Source: an optimization exercise on an open RTL-to-GDS flow (aim: small area, a short achievable clock period and few clock cycles). Production flows keep margins and buffers that such runs may drop.
The RTL was checked by simulation tests, not by an equivalence proof against the original design.
Power figures rest on the tool's default switching activity, not on a simulated workload.

Setup of build 70:
// sixel_encoder
module sixel_encoder (
    input  wire        clk,
    input  wire        rst,           
    input  wire        start,         
    input  wire [15:0] width,
    input  wire [15:0] height,
    input  wire [15:0] dbuf_base,
    input  wire [7:0]  ncols,
    output reg         busy,
    output reg         done,
    output reg  [2:0]  err_code,
    output reg         mem_req,
    output reg  [15:0] mem_addr,
    input  wire [7:0]  mem_rdata,
    output reg         out_valid,
    output reg  [7:0]  out_data,
    input  wire        out_ready
);
    localparam E_NONE    = 3'd0;
    localparam E_PRECOND = 3'd3;
    localparam E_BUS     = 3'd6;
    localparam E_CONFIG  = 3'd7;
    localparam RS_IDLE = 3'd0;
    localparam RS_CHK  = 3'd1;    
    localparam RS_RD   = 3'd2;    
    localparam RS_CAP  = 3'd3;    
    localparam RS_ADV  = 3'd4;    
    localparam RS_END  = 3'd5;    
    localparam E_IDLE  = 4'd0;
    localparam E_HASH  = 4'd1;    
    localparam E_PCD   = 4'd2;    
    localparam E_FIRST = 4'd3;    
  ...
==> flow/config.mk <==
export PLATFORM = sky130hd
export DESIGN_NAME = sixel_encoder
export DESIGN_NICKNAME = sixel_encoder
export VERILOG_FILES = /design/flow/design.v
export SDC_FILE = /design/flow/constraint.sdc
export NUM_CORES = 4
export LEC_CHECK = 0
export CAP_MARGIN = 20
export CORE_MARGIN = 2
export CORE_UTILIZATION = 40
export SLEW_MARGIN = 20
==> flow/constraint.sdc <==
create_clock -name core_clock -period 13.0 [get_ports {clk}]
set_input_delay 2.6000 -clock core_clock [delete_from_list [all_inputs] [get_ports {clk}]]
set_output_delay 2.6000 -clock core_clock [all_outputs]
set_load 0.01 [all_outputs]
standard.sh (not shown) runs the stock make flow with config.mk's settings and CLKGATE_MAP_FILE= SYNTH_SCRIPT=/design/flow/synth_recipe.tcl, a recipe that flattens the netlist after the stock synthesis.
==> flow/flow/run.sh <==
#!/bin/bash
# The standard layout (the standard.sh, unchanged synthesis and steps),
# with one change: the input and output port buffers that global placement
# inserts are sky130_fd_sc_hd__buf_2 instead of the cell buffer_ports picks
# by default (a slow, larger delay buffer). Every port is still buffered.
set -euo pipefail
export BUFFER_PORTS_ARGS="-buffer_cell sky130_fd_sc_hd__buf_2"
bash standard.sh > standard_flow.log 2>&1
Build 70 completed every stage of the flow, and the final layout passed the timing, DRC and antenna checks.
Testbench counts of build 70, summed over its fixed seeds: cycles 158,972.
[inputs] build 71 vs build 70
==> flow/run.sh (new file) <==
#!/bin/bash
# synth_recipe.tcl (not shown) runs the flow's synth.tcl, then flattens the netlist and writes it again
# the make line also repeats each setting of config.mk as NAME=value (left out here)
make -C /OpenROAD-flow-scripts/flow DESIGN_CONFIG=/design/flow/config.mk WORK_HOME=/design/flow/orfs CLKGATE_MAP_FILE= SYNTH_SCRIPT=/design/flow/synth_recipe.tcl finish
removed: flow/flow/run.sh
removed: flow/standard.sh
### Flow results
- Global-route wire length before repair: build 71 > build 70
- Number of nets in the finished design across build 71 and build 70: no real change.
- Relative to build 70, build 71 degrades design area.
- Build 71: relative area of non-clock buffer cells in the final design higher than build 70
- Cmp build 71 vs build 70: final critical-path required period higher in build 71
- Measured against build 70, the length of routed met3 wiring of build 71 comes out at 0.829 times the reference value.
- Looking at final total power across build 71 and build 70, the one that comes out higher is build 70.
- Between build 71 and build 70, the difference in final cell count is negligible.
- Of build 71 and build 70, the higher total routing usage reported by global routing belongs to build 71.
- Looking at build 71 and build 70, the via count is a wash.
The following lists how build 53 was set up differently from build 71:
- putting PLACE_DENSITY at 0.72 where nothing was set
- swapping 40 for 60 in CORE_UTILIZATION
- putting CTS_BUF_LIST at sky130_fd_sc_hd__clkbuf_8 sky130_fd_sc_hd__clkbuf_16 where nothing was set
==> flow/flow/run.sh (new file) <==
#!/bin/bash
# The standard layout (the standard.sh, unchanged synthesis and steps),
# with one change: the input and output port buffers that global placement
# inserts are sky130_fd_sc_hd__buf_2 instead of the cell buffer_ports picks
# by default (a slow, larger delay buffer). Every port is still buffered.
set -euo pipefail
export BUFFER_PORTS_ARGS="-buffer_cell sky130_fd_sc_hd__buf_2"
bash standard.sh > standard_flow.log 2>&1
==> flow/standard.sh (new file) <==
#!/bin/bash
# synth_recipe.tcl (not shown) runs the flow's synth.tcl, then flattens the netlist and writes it again
# the make line also repeats each setting of config.mk as NAME=value (left out here)
make -C /OpenROAD-flow-scripts/flow DESIGN_CONFIG=/design/flow/config.mk WORK_HOME=/design/flow/orfs CLKGATE_MAP_FILE= SYNTH_SCRIPT=/design/flow/synth_recipe.tcl "${@:-finish}"
removed: flow/run.sh
- Build 53: flow completed, timing, DRC and antenna clean
- Count of flip-flops and latches: build 71 vs build 53 identical
- [compare] base=build 71 new=build 53: wire length of the first global-routing pass -1800 um; wire length -1400 um; average via count per standard cell +9.0%; per-cell routed wire length +3.1%.
[inputs] build 41 vs build 53
--- a/flow/flow/run.sh
+++ b/flow/flow/run.sh
@@ -7,2 +7,3 @@
 export BUFFER_PORTS_ARGS="-buffer_cell sky130_fd_sc_hd__buf_2"
+export SETUP_SLACK_MARGIN=9.3
 bash standard.sh > standard_flow.log 2>&1
Notes after the runs:
DRC marker count from the first detailed-route iteration shrinks by a few percent when moving from build 53 to build 41. Number of ordinary and repair buffers in the finished layout for build 41: 13% up relative to build 53. When the final numbers for build 53 and build 41 were put side by side, the highest fanout seen on the critical path turned out to be greater in build 53. Diff build 53..build 41 | number of distinct library cells after synthesis | unchanged. Clock-pin slew of the registers on the worst-case setup and hold paths: build 41 vs build 53 — no meaningful difference. Relative to build 53, the via count of build 41 is higher by 69. Between build 41 and build 53, it is build 41 whose period utilization is lower, by 0.45 points. | total power after layout | build 41 vs build 53 | worse |. Build 41 -> build 53: multi-input logic area flat.
--- input diff build 41..build 89 ---
- CTS_BUF_LIST: sky130_fd_sc_hd__clkbuf_8 sky130_fd_sc_hd__clkbuf_16 -> sky130_fd_sc_hd__clkbuf_4 sky130_fd_sc_hd__clkbuf_8
--- a/flow/flow/run.sh
+++ b/flow/flow/run.sh
@@ -7,3 +7,2 @@
 export BUFFER_PORTS_ARGS="-buffer_cell sky130_fd_sc_hd__buf_2"
-export SETUP_SLACK_MARGIN=9.3
 bash standard.sh > standard_flow.log 2>&1
Notes after the runs:
Looking only at global-route wire length before repair, and setting everything else aside, the higher value of build 41 and build 89 goes to build 41.
A cell with the largest stage delay on the worst path of dfxtp_1 is what build 89 shows, while edfxtp_1 belongs to build 41.
Build 41 → build 89: total power lower; non-clock buffer count shows a reduction of 14; relative slew slack down 0.35 points; critical path depth about even; clock skew +10 ps.
Of build 89 and build 41, it is build 89 that has the lower met1 capacity usage during global routing.

port drivers added, routing unchanged:
Ports are ideal in the flow. The routed layouts listed here were re-timed in OpenROAD. Step 1, drivers: a clkbuf_16 drives clk and a buf_2 each remaining input, both assumed. Step 2 times the ports against the registers' clock, not the clock port: input delays grow and output delays shrink by t, the midpoint of the rising clock arrivals with the driver on. a / b / c = no drivers / after step 1 / after step 2; a / b = the first two.
run	shift t [ns]	setup WS [ns]	worst hold slack (ns)	worst setup path after step 2	worst register clock-pin slew, ns
build 70	0.503	9.153 / 9.100 / 8.954	0.449 / 0.449 / 0.449	input to register	0.08 / 0.08
build 71	0.499	8.718 / 8.667 / 8.639	0.447 / 0.447 / 0.447	input to register	0.08 / 0.08
build 53	0.489	9.204 / 9.156 / 8.987	0.438 / 0.438 / 0.438	input to register	0.09 / 0.09
build 41	0.485	9.262 / 9.215 / 8.982	0.439 / 0.439 / 0.439	input to register	0.08 / 0.08
build 89	0.528	9.148 / 9.104 / 8.974	0.443 / 0.443 / 0.443	input to register	0.12 / 0.12
After both steps every run listed still meets setup and hold. The setup slack of build 41, which loses most, moves by -0.047 ns with the drivers and by -0.280 ns with both steps.
